Source: an optimization exercise on an open RTL-to-GDS flow (aim: small area, a short achievable clock period and few clock cycles per item). Production flows keep margins and buffers that such runs may drop.
RTL that was checked went through simulation tests only; none was proved equivalent to the original.
Power figures rest on the tool's default switching activity, not on a simulated workload.

## main
Design securec_core, start of the top module:
module securec_core (
    input  wire       clk,
    input  wire       rst,       
    input  wire       we,        
    input  wire [4:0] addr,      
    input  wire [7:0] wdata,     
    output reg  [7:0] rdata,     
    output reg        trig       
);
Size in the first run: roughly 1200 cells after synthesis, roughly 25 I/O pins, roughly 9800 sq um of cells after synthesis.
==> flow/config.mk <==
export PLATFORM = sky130hd
export DESIGN_NAME = securec_core
export DESIGN_NICKNAME = securec_core
export VERILOG_FILES = /design/flow/design.v
export SDC_FILE = /design/flow/constraint.sdc
export NUM_CORES = 4
export LEC_CHECK = 0
export ABC_AREA = 1
export CAP_MARGIN = 20
export CORE_MARGIN = 2
export CORE_UTILIZATION = 60
export SLEW_MARGIN = 20
==> flow/constraint.sdc <==
create_clock -name core_clock -period 38.0 [get_ports {clk}]
set_input_delay 7.6000 -clock core_clock [delete_from_list [all_inputs] [get_ports {clk}]]
set_output_delay 7.6000 -clock core_clock [all_outputs]
set_load 0.01 [all_outputs]
standard.sh (not shown) runs the stock make flow with config.mk's settings and CLKGATE_MAP_FILE= SYNTH_SCRIPT=/design/flow/synth_recipe.tcl, a recipe that flattens the netlist after the stock synthesis.
==> flow/flow/run.sh <==
#!/bin/bash
# The standard layout (standard.sh), with two changes of setting:
# - plain buffers (buf_2) on the input and output ports, not the delay
#   buffer that buffer_ports picks by default;
# - timing repair aimed at a setup slack of 22 ns, so that it works on the
#   paths of the period the design reaches, not only on the clock period.
# The make output goes to standard.log; ORFS's own logs are under orfs/logs.
set -euo pipefail
bash standard.sh "BUFFER_PORTS_ARGS=-buffer_cell sky130_fd_sc_hd__buf_2" SETUP_SLACK_MARGIN=22 finish > standard.log 2>&1
main has completed all stages; timing, DRC and antenna checks passed.
--- input diff main..the feature branch ---
# main
export LEC_CHECK = 0
export ABC_AREA = 1
export CAP_MARGIN = 20
export CORE_MARGIN = 2
export CORE_UTILIZATION = 60
export SLEW_MARGIN = 20
create_clock -name core_clock -period 38.0 [get_ports {clk}]
# the feature branch
export LEC_CHECK = 0
export ABC_AREA = 1
export CAP_MARGIN = 20
export CORE_MARGIN = 2
export CORE_UTILIZATION = 40
export SLEW_MARGIN = 20
create_clock -name core_clock -period 38.0 [get_ports {clk}]
Results
The feature branch went all the way through the flow, and no timing, DRC or antenna check failed.
Core utilization: the feature branch lower than main
Row flip-flop and latch share of the layout cell area: the feature branch lower / main higher
Estimated wirelength of the detail-placed design in the feature branch vs main: down about 0.8%
The feature branch and main ended up with nearly the same clock transition at the registers of the reported paths.
Between the feature branch and main, starting DRC count in detailed routing is higher for main, the feature branch comes in under that.
Summary of the feature branch over main: area fraction of clock buffers and clock inverters was more or less identical, power grew by 0.0000021 W, area of combinational cells with multiple inputs level.
No functional check of the RTL was part of any run of this note.

* * *

securec_core, a different RTL version from the one above (not shown whole).
Size in the first run: ~25 I/O pins, about 9400 um^2 of cells after synthesis.
export LEC_CHECK = 0
export ABC_AREA = 1
export CAP_MARGIN = 20
export CORE_MARGIN = 2
export CORE_UTILIZATION = 40
export SLEW_MARGIN = 20
create_clock -name core_clock -period 38.0 [get_ports {clk}]
==> flow/flow/run.sh <==
#!/bin/bash
# The standard layout (standard.sh), with these changes of setting:
# - plain buffers (buf_2) on the input and output ports, not the delay
#   buffer that buffer_ports picks by default;
# - timing repair aimed at a setup slack of 22 ns, so that it works on the
#   paths of the period the design reaches, not only on the clock period;
# - clock tree from clkbuf_8 buffers, without dummy loads.
# The make output goes to standard.log; ORFS's own logs are under orfs/logs.
set -euo pipefail
bash standard.sh "BUFFER_PORTS_ARGS=-buffer_cell sky130_fd_sc_hd__buf_2" SETUP_SLACK_MARGIN=22 \
  "CTS_ARGS=-sink_clustering_enable -repair_clock_nets -buf_list sky130_fd_sc_hd__clkbuf_8 -dont_use_dummy_load -sink_clustering_size 40 -sink_clustering_max_diameter 200 -sink_clustering_levels 1 -distance_between_buffers 200" \
  finish > standard.log 2>&1
Testbench counts at the start, summed over its fixed seeds: cycles 15,360, cmds 1,280.
Rerun with:
==> flow/flow/run.sh (replaced) <==
#!/bin/bash
# The standard layout (standard.sh), with two changes of setting:
# - plain buffers (buf_2) on the input and output ports, not the delay
#   buffer that buffer_ports picks by default;
# - timing repair aimed at a setup slack of 22 ns, so that it works on the
#   paths of the period the design reaches, not only on the clock period.
# The make output goes to standard.log; ORFS's own logs are under orfs/logs.
set -euo pipefail
bash standard.sh "BUFFER_PORTS_ARGS=-buffer_cell sky130_fd_sc_hd__buf_2" SETUP_SLACK_MARGIN=22 finish > standard.log 2>&1
--- a/flow/config.mk
+++ b/flow/config.mk
@@ -11,2 +11,3 @@
 export CORE_UTILIZATION = 40
+export CTS_BUF_LIST = sky130_fd_sc_hd__clkbuf_8
 export SLEW_MARGIN = 20
After rerunning:
- The changed run finished with timing, DRC and antenna clean
- setup slack improves by 0.015 ns
- utilization is higher by 0.47 points
- routed wire length hardly moves
- critical path depth is unchanged
Rerun with:
--- a/flow/config.mk
+++ b/flow/config.mk
@@ -12,2 +12,4 @@
 export CTS_BUF_LIST = sky130_fd_sc_hd__clkbuf_8
+export CTS_CLUSTER_DIAMETER = 100
+export CTS_CLUSTER_SIZE = 50
 export SLEW_MARGIN = 20
What happened: Combinational power barely changes. Power does not change. Wire length is unchanged. Die area is unchanged. Sequential share of layout area stays the same. Non-clock buffer count is unchanged. Worst setup slack stays the same. Final cell count is unchanged. Via count stays the same. Hold slack stays the same.
Rerun with:
--- a/flow/config.mk
+++ b/flow/config.mk
@@ -11,5 +11,2 @@
 export CORE_UTILIZATION = 40
-export CTS_BUF_LIST = sky130_fd_sc_hd__clkbuf_8
-export CTS_CLUSTER_DIAMETER = 100
-export CTS_CLUSTER_SIZE = 50
 export SLEW_MARGIN = 20
The changed run finished with timing, DRC and antenna clean.
Fmax is about the same.
Die area does not change.
Setup slack hardly moves.
Count of clock-buffer cells in the layout stays the same.
Area after synthesis is unchanged.
Rerun with:
==> flow/flow/run.sh (replaced) <==
#!/bin/bash
# The standard layout (standard.sh), with these changes of setting:
# - plain buffers (buf_2) on the input and output ports, not the delay
#   buffer that buffer_ports picks by default;
# - timing repair aimed at a setup slack of 22 ns, so that it works on the
#   paths of the period the design reaches, not only on the clock period;
# - clock tree from clkbuf_8 buffers, without dummy loads.
# The make output goes to standard.log; ORFS's own logs are under orfs/logs.
set -euo pipefail
bash standard.sh "BUFFER_PORTS_ARGS=-buffer_cell sky130_fd_sc_hd__buf_2" SETUP_SLACK_MARGIN=22 \
  "CTS_ARGS=-sink_clustering_enable -repair_clock_nets -buf_list sky130_fd_sc_hd__clkbuf_8 -dont_use_dummy_load -sink_clustering_size 30 -sink_clustering_max_diameter 100" \
  finish > standard.log 2>&1
The changed run completed without violations.
Final area is lower by a few percent.
Fmax is about the same.
First-iteration DRC count is higher by a few percent.
Setup slack is worse by 0.015 ns.
Total power is lower by a few percent.
Hold slack is about the same.
Wire length barely changes.

* * *

Another version of the RTL of securec_core (not shown whole).
For scale: ~1,400 cells after synthesis, roughly 80 flip-flops, ~0.0094 mm^2 of cells after synthesis.
clock: 38.0 ns
lec_check: 0
abc_area: 1
cap_margin: 20
core_margin: 2
core_utilization: 40
slew_margin: 20
==> flow/flow/run.sh <==
#!/bin/bash
# The standard layout (standard.sh), with these changes of setting:
# - plain buffers (buf_2) on the input and output ports, not the delay
#   buffer that buffer_ports picks by default;
# - timing repair aimed at a setup slack of 22 ns, so that it works on the
#   paths of the period the design reaches, not only on the clock period;
# - clock tree from clkbuf_8 buffers, without dummy loads.
# The make output goes to standard.log; ORFS's own logs are under orfs/logs.
set -euo pipefail
bash standard.sh "BUFFER_PORTS_ARGS=-buffer_cell sky130_fd_sc_hd__buf_2" SETUP_SLACK_MARGIN=23.5 \
  "CTS_ARGS=-sink_clustering_enable -repair_clock_nets -buf_list sky130_fd_sc_hd__clkbuf_8 -dont_use_dummy_load" \
  finish > standard.log 2>&1
The baseline completed with no timing, DRC or antenna violations.
Testbench counts at the start, summed over its fixed seeds: cycles 15,360, cmds 1,280.
Then changed:
--- a/flow/flow/run.sh
+++ b/flow/flow/run.sh
@@ -10,2 +10,2 @@
-bash standard.sh "BUFFER_PORTS_ARGS=-buffer_cell sky130_fd_sc_hd__buf_2" SETUP_SLACK_MARGIN=23.5 \
-  "CTS_ARGS=-sink_clustering_enable -repair_clock_nets -buf_list sky130_fd_sc_hd__clkbuf_8 -dont_use_dummy_load" \
+bash standard.sh "BUFFER_PORTS_ARGS=-buffer_cell sky130_fd_sc_hd__buf_2" SETUP_SLACK_MARGIN=22 \
+  "CTS_ARGS=-repair_clock_nets -buf_list sky130_fd_sc_hd__clkbuf_8 -dont_use_dummy_load" \
After rerunning: Synthesized cell count stays the same. Non-clock buffer count came out lower by 14. Routed wire length shrinks by a few percent. Hold slack stays flat.
Then changed:
--- a/flow/flow/run.sh
+++ b/flow/flow/run.sh
@@ -10,2 +10,2 @@
-bash standard.sh "BUFFER_PORTS_ARGS=-buffer_cell sky130_fd_sc_hd__buf_2" SETUP_SLACK_MARGIN=22 \
-  "CTS_ARGS=-repair_clock_nets -buf_list sky130_fd_sc_hd__clkbuf_8 -dont_use_dummy_load" \
+bash standard.sh "BUFFER_PORTS_ARGS=-buffer_cell sky130_fd_sc_hd__buf_4" SETUP_SLACK_MARGIN=22 \
+  "CTS_ARGS=-sink_clustering_enable -repair_clock_nets -buf_list sky130_fd_sc_hd__clkbuf_8 -dont_use_dummy_load" \
After rerunning: Via count increases by about 1.5%; worst setup slack degrades by 0.044 ns; sequential cell count does not change; die area stays the same; total power barely changes.
Then changed:
--- a/flow/flow/run.sh
+++ b/flow/flow/run.sh
@@ -10,2 +10,2 @@
-bash standard.sh "BUFFER_PORTS_ARGS=-buffer_cell sky130_fd_sc_hd__buf_4" SETUP_SLACK_MARGIN=22 \
-  "CTS_ARGS=-sink_clustering_enable -repair_clock_nets -buf_list sky130_fd_sc_hd__clkbuf_8 -dont_use_dummy_load" \
+bash standard.sh "BUFFER_PORTS_ARGS=-buffer_cell sky130_fd_sc_hd__buf_2" SETUP_SLACK_MARGIN=22 \
+  "CTS_ARGS=-sink_clustering_enable -repair_clock_nets -buf_list sky130_fd_sc_hd__clkbuf_8 -dont_use_dummy_load -sink_clustering_size 80 -sink_clustering_max_diameter 400 -num_static_layers 0 -balance_levels" \
=> The new run completed without violations. Worst hold slack improved by 0.0083 ns. Total power barely changes. Wire length drops by 2.1%. Sequential share of layout area climbs by 0.47 points. Count of clock-buffer cells in the layout is unchanged. Synthesized cell count does not change.
Then changed:
--- a/flow/flow/run.sh
+++ b/flow/flow/run.sh
@@ -10,2 +10,2 @@
-bash standard.sh "BUFFER_PORTS_ARGS=-buffer_cell sky130_fd_sc_hd__buf_2" SETUP_SLACK_MARGIN=22 \
-  "CTS_ARGS=-sink_clustering_enable -repair_clock_nets -buf_list sky130_fd_sc_hd__clkbuf_8 -dont_use_dummy_load -sink_clustering_size 80 -sink_clustering_max_diameter 400 -num_static_layers 0 -balance_levels" \
+bash standard.sh "BUFFER_PORTS_ARGS=-buffer_cell sky130_fd_sc_hd__buf_2" SETUP_SLACK_MARGIN=22.5 \
+  "CTS_ARGS=-sink_clustering_enable -repair_clock_nets -buf_list sky130_fd_sc_hd__clkbuf_8 -dont_use_dummy_load" \
The changed run went through all stages and came out clean.
First-iteration DRC count came out lower by 0.48%.
Clock power stays flat.
Die area does not change.
Routed wire length goes up by 2.8%.
Then changed:
--- a/flow/flow/run.sh
+++ b/flow/flow/run.sh
@@ -10 +10 @@
-bash standard.sh "BUFFER_PORTS_ARGS=-buffer_cell sky130_fd_sc_hd__buf_2" SETUP_SLACK_MARGIN=22.5 \
+bash standard.sh "BUFFER_PORTS_ARGS=-buffer_cell sky130_fd_sc_hd__buf_2" SETUP_SLACK_MARGIN=22 \
After rerunning: Cell area went down by 0.46%. Sequential share of layout area went up by 0.11 points. Flip-flop and latch count stays the same. First-iteration DRC count went up by about 0.5%. Wire length went down by about 2.7%. Maximum frequency is about the same. Area after synthesis stays the same. Total power barely changes. Combinational power is about the same. Die area does not change.

* * *

Setup of run 1:
securec_core, a different RTL version from the one above (not shown whole).
For scale: roughly 1200 cells after synthesis, about 25 I/O pins, about 11000 um^2 of cells after synthesis.
// securec_core
module securec_core (
    input  wire       clk,
    input  wire       rst,       
    input  wire       we,        
    input  wire [4:0] addr,      
    input  wire [7:0] wdata,     
    output reg  [7:0] rdata,     
    output reg        trig       
);
clock: 38.0 ns
lec_check: 0
cap_margin: 20
core_margin: 2
core_utilization: 40
slew_margin: 20
==> flow/flow/run.sh <==
#!/bin/bash
# Standard layout, with plain buffers (not the delay buffer buffer_ports
# picks by default) on the input and output ports, and timing repair aimed
# below the clock period.
set -euo pipefail
bash standard.sh "BUFFER_PORTS_ARGS=-buffer_cell sky130_fd_sc_hd__buf_2" SETUP_SLACK_MARGIN=22 finish > standard.log 2>&1
Run 1 reached the end of the flow, and the finished layout is clean on the timing, DRC and antenna checks.
Testbench counts of run 1, summed over its fixed seeds: cycles 16,084, cmds 1,280.
Here is what was changed in the inputs of run 2 compared with run 1.
- putting ABC_AREA at 1 where nothing was set
==> flow/flow/run.sh <==
#!/bin/bash
# Standard layout, with plain buffers (not the delay buffer buffer_ports
# picks by default) on the input and output ports.
set -euo pipefail
bash standard.sh "BUFFER_PORTS_ARGS=-buffer_cell sky130_fd_sc_hd__buf_2"  finish > standard.log 2>&1
Results
- Against run 1, run 2 reports a worst path setup slack after routing that is lower.
- Comparing run 2 and run 1, areal power density over the cells is lower on run 1.
- Across both runs, number of cells on the critical path was higher for run 2 than for run 1.
- Run 2: synthesis-to-finish area growth lower than run 1
- Proportion of power drawn by combinational gates: run 2 > run 1
- Run 2 consumes more power than run 1 does.
Edits applied to the flow inputs when going from run 2 to run 3:
==> flow/flow/run.sh <==
#!/bin/bash
# Standard layout, with plain buffers (not the delay buffer buffer_ports
# picks by default) on the input and output ports.
set -euo pipefail
bash standard.sh "BUFFER_PORTS_ARGS=-buffer_cell sky130_fd_sc_hd__buf_2" SETUP_SLACK_MARGIN=22 finish > standard.log 2>&1
Notes after the runs:
- [run 3] minimum clock period after layout fell 0.31 ns relative to run 2
- Delta (run 3 minus run 2): count of endpoints failing setup in the final report level; peak fanout along the critical path went down by 1.
- The wire length in run 3 was higher than what run 2 gave.
- Part of the cycle the worst path needs down 0.83 points in run 3 wrt run 2
- As far as combinational power is concerned, run 2 and run 3 perform about the same.
- Between run 3 and run 2, it is run 3 whose arrival time at the worst endpoint is lower, by 0.32 ns.

* * *

Setup of job 6760:
The RTL this note starts from:
==> flow/design.v <==
module securec_core (
    input  wire       clk,
    input  wire       rst,       
    input  wire       we,        
    input  wire [4:0] addr,      
    input  wire [7:0] wdata,     
    output reg  [7:0] rdata,     
    output reg        trig       
);
    localparam [1:0] ST_FIN  = 2'd0;    
    localparam [1:0] ST_MZ   = 2'd1;    
    localparam [1:0] ST_SQR  = 2'd2;    
    localparam [1:0] ST_MUL  = 2'd3;    
    reg [1:0] st;
    reg       done;
    reg       err_mz;
    reg       err_ill;
    reg [7:0] res;        
    reg       tag_exp;    
    reg       one;        
    reg [7:0] ib0, ib1, ib2, ib3, ib4, ib5, ib6, ib7;
    function [7:0] modmul;
        input [7:0] a;
        input [7:0] b;
        input [7:0] n;
        reg [15:0] p;
        reg [9:0]  x;
        reg [10:0] t1, t2, t3;
        reg [9:0]  n3;
        integer    i;
        begin
            p  = a * b;
            n3 = {2'b00, n} + {1'b0, n, 1'b0};
            x  = {2'b00, p[15:8]};
            for (i = 3; i >= 0; i = i - 1) begin
                x  = {x[7:0], p[2*i+1], p[2*i]};
                t1 = {1'b0, x} - {3'b000, n};
                t2 = {1'b0, x} - {2'b00, n, 1'b0};
                t3 = {1'b0, x} - {1'b0, n3};
                if (!t3[10])      x = t3[9:0];
                else if (!t2[10]) x = t2[9:0];
                else if (!t1[10]) x = t1[9:0];
            end
            modmul = x[7:0];
        end
    endfunction
    wire       cmd_write = we && (addr == 5'h00) && !trig;
    wire [7:0] mul_a     = !trig ? 8'd1 : (st[0] ? res : ib0);
    wire [7:0] mm        = modmul(mul_a, ib0, ib2);
    wire [7:0] cmp_or = (ib0 ^ 8'h69) | (ib1 ^ 8'h6E) | (ib2 ^ 8'h66) | (ib3 ^ 8'h69) |
                        (ib4 ^ 8'h6E) | (ib5 ^ 8'h65) | (ib6 ^ 8'h6F) | (ib7 ^ 8'h6E);
    wire ib_write = we && !trig && (addr[4:3] == 2'b10);
    wire [7:0] e_shr = {1'b0, ib1[7:1]};
    always @(posedge clk) begin
        if (ib_write) begin
            case (addr[2:0])
                3'd0: ib0 <= wdata;
                3'd1: ib1 <= wdata;
                3'd2: ib2 <= wdata;
                3'd3: ib3 <= wdata;
                3'd4: ib4 <= wdata;
                3'd5: ib5 <= wdata;
                3'd6: ib6 <= wdata;
                default: ib7 <= wdata;
            endcase
        end else if (cmd_write && wdata == 8'h01) begin
            ib0 <= mm;
            ib1 <= e_shr;
        end else if (trig && st == ST_SQR) begin
            ib0 <= mm;
            if (!ib1[0] || one) ib1 <= e_shr;
        end else if (trig && st == ST_MUL) begin
            ib1 <= e_shr;
        end
    end
    always @(posedge clk) begin
        if (rst) begin
            trig    <= 1'b0;
            done    <= 1'b0;
            err_mz  <= 1'b0;
            err_ill <= 1'b0;
        end else if (!trig) begin
            if (cmd_write) begin
                done    <= 1'b0;
                err_mz  <= 1'b0;
                err_ill <= 1'b0;
                if (wdata[7:2] != 6'd0) begin
                    err_ill <= 1'b1;
                end else begin
                    trig    <= 1'b1;
                    tag_exp <= !wdata[1];
                    st      <= ST_FIN;
                    case (wdata[1:0])
                        2'b00: res <= 8'h3E;
                        2'b01: begin
                            if (ib2 == 8'd0)
                                st <= ST_MZ;
                            else if (e_shr != 8'd0)
                                st <= ST_SQR;
                            res <= ib1[0] ? mm : 8'd1;
                            one <= !ib1[0];
                        end
                        2'b10: res <= {7'd0, cmp_or == 8'd0};
                        default: res <= cmp_or;
                    endcase
                end
            end
        end else begin
            case (st)
                ST_FIN: begin
                    trig <= 1'b0;
                    done <= 1'b1;
                end
                ST_MZ: begin
                    trig   <= 1'b0;
                    err_mz <= 1'b1;
                end
                ST_SQR: begin
                    if (ib1[0]) begin
                        if (one) begin
                            res <= mm;
                            one <= 1'b0;
                            if (e_shr == 8'd0) begin
                                trig <= 1'b0;
                                done <= 1'b1;
                            end
                        end else begin
                            st <= ST_MUL;
                        end
                    end
                end
                default: begin
                    res <= mm;
                    if (e_shr == 8'd0) begin
                        trig <= 1'b0;
                        done <= 1'b1;
                    end else begin
                        st <= ST_SQR;
                    end
                end
            endcase
        end
    end
    always @(*) begin
        case (addr)
            5'h01:   rdata = {3'd0, err_ill, err_mz, err_ill | err_mz, done, trig};
            5'h02:   rdata = res;
            5'h03:   rdata = {6'b011100, tag_exp, 1'b0};
            default: rdata = 8'h00;
        endcase
    end
endmodule
==> flow/config.mk <==
export PLATFORM = sky130hd
export DESIGN_NAME = securec_core
export DESIGN_NICKNAME = securec_core
export VERILOG_FILES = /design/flow/design.v
export SDC_FILE = /design/flow/constraint.sdc
export NUM_CORES = 4
export LEC_CHECK = 0
export CAP_MARGIN = 20
export CORE_MARGIN = 2
export CORE_UTILIZATION = 40
export SLEW_MARGIN = 20
==> flow/constraint.sdc <==
create_clock -name core_clock -period 38.0 [get_ports {clk}]
set_input_delay 7.6000 -clock core_clock [delete_from_list [all_inputs] [get_ports {clk}]]
set_output_delay 7.6000 -clock core_clock [all_outputs]
set_load 0.01 [all_outputs]
==> flow/flow/run.sh <==
#!/bin/bash
# Standard layout, with plain buffers (not the delay buffer buffer_ports
# picks by default) on the input and output ports.
set -euo pipefail
bash standard.sh "BUFFER_PORTS_ARGS=-buffer_cell sky130_fd_sc_hd__buf_2" finish > standard.log 2>&1
Job 6760 reached the end of the flow, and the finished layout is clean on the timing, DRC and antenna checks.
Testbench counts of job 6760, summed over its fixed seeds: cycles 16,084, cmds 1,280.
The inputs of job 2269 differ from those of job 6760 as listed below.
==> flow/flow/run.sh <==
#!/bin/bash
# Standard layout, with plain buffers (not the delay buffer buffer_ports
# picks by default) on the input and output ports, and timing repair aimed
# below the clock period.
set -euo pipefail
bash standard.sh "BUFFER_PORTS_ARGS=-buffer_cell sky130_fd_sc_hd__buf_2" SETUP_SLACK_MARGIN=23 finish > standard.log 2>&1
Results
Job 2269 vs. job 6760: met2 demand-to-capacity share in global routing went up by 1.5 points.
Between job 2269 and job 6760, the worst hold margin is lower for job 6760.
Sort job 2269 and job 6760 by end-of-flow core utilization desc -> top: job 2269
Looking at clock skew, job 2269 sits above job 6760.
Going from job 6760 to job 2269, max-slew headroom at the worst pin shows a reduction of 2.8 points, number of antenna violations at the first check in global routing shows no meaningful change.
Here is what was changed in the inputs of job 5592 compared with job 2269.
==> flow/run.sh (new file) <==
#!/bin/bash
# synth_recipe.tcl (not shown) runs the flow's synth.tcl, then flattens the netlist and writes it again
# the make line also repeats each setting of config.mk as NAME=value (left out here)
make -C /OpenROAD-flow-scripts/flow DESIGN_CONFIG=/design/flow/config.mk WORK_HOME=/design/flow/orfs CLKGATE_MAP_FILE= SYNTH_SCRIPT=/design/flow/synth_recipe.tcl finish
removed: flow/flow/run.sh
removed: flow/standard.sh
--- outcome ---
Cmp job 5592 vs job 2269: via count of the first global-routing pass lower in job 5592. For number of levels in the clock H-tree, job 2269 and job 5592 come out practically identical. [compare] base=job 2269 new=job 5592: number of vias after detailed routing lower; number of enable-type register cells in the synthesized netlist roughly the same; maximum clock rate lower. Compared to job 2269, job 5592 has post-layout worst setup margin 1.17 ns lower. Compared with job 2269, final area in job 5592 decreased by a few percent. The lower worst ir drop on vdd of job 2269 and job 5592 is in job 5592.

## static timing again, ports no longer ideal
How much do the figures lean on ideal ports? The routed layouts below were timed once more, with nothing changed but the port constraints. Step 1: set_driving_cell puts a clkbuf_16 on clk and a buf_2 on each other input, an assumption about the parent block. Step 2 moves the port delays by t, midway between the first and last clock arrival at a register: inputs arrive t later, outputs are due t later. That takes back most of the time a late clock gives input paths. Slacks: ideal / step 1 / step 2; pairs: ideal / step 1.
| run | t (ns) | setup slack, ns | worst register clock-pin slew, ns |
|---|---|---|---|
| main | 0.373 | 21.887 / 21.854 / 21.854 | 0.06 / 0.06 |
| the feature branch | 0.362 | 21.934 / 21.894 / 21.894 | 0.07 / 0.07 |
| the first run of note 2 | 0.378 | 21.844 / 21.809 / 21.809 | 0.08 / 0.08 |
| the second run of note 2 | 0.385 | 21.858 / 21.823 / 21.823 | 0.08 / 0.08 |
| the third run of note 2 | 0.385 | 21.858 / 21.823 / 21.823 | 0.08 / 0.08 |
| the fourth run of note 2 | 0.368 | 21.859 / 21.824 / 21.824 | 0.06 / 0.06 |
| the fifth run of note 2 | 0.378 | 21.844 / 21.809 / 21.809 | 0.08 / 0.08 |
| the first run of note 3 | 0.371 | 21.919 / 21.882 / 21.882 | 0.07 / 0.07 |
| the second run of note 3 | 0.369 | 21.955 / 21.913 / 21.913 | 0.09 / 0.09 |
| the third run of note 3 | 0.363 | 21.911 / 21.871 / 21.871 | 0.08 / 0.08 |
| the fourth run of note 3 | 0.369 | 21.955 / 21.913 / 21.913 | 0.09 / 0.09 |
| the fifth run of note 3 | 0.372 | 21.923 / 21.885 / 21.885 | 0.07 / 0.07 |
| the sixth run of note 3 | 0.369 | 21.955 / 21.913 / 21.913 | 0.09 / 0.09 |
| run 1 | 0.374 | 21.991 / 21.951 / 21.951 | 0.07 / 0.07 |
| run 2 | 0.371 | 21.604 / 21.583 / 21.583 | 0.06 / 0.06 |
| run 3 | 0.368 | 21.918 / 21.879 / 21.879 | 0.06 / 0.06 |
| job 6760 | 0.372 | 21.801 / 21.780 / 21.780 | 0.06 / 0.06 |
| job 2269 | 0.361 | 22.013 / 21.975 / 21.975 | 0.07 / 0.07 |
| job 5592 | 0.361 | 20.844 / 20.821 / 20.821 | 0.06 / 0.06 |
After both steps every run listed still meets setup and hold.
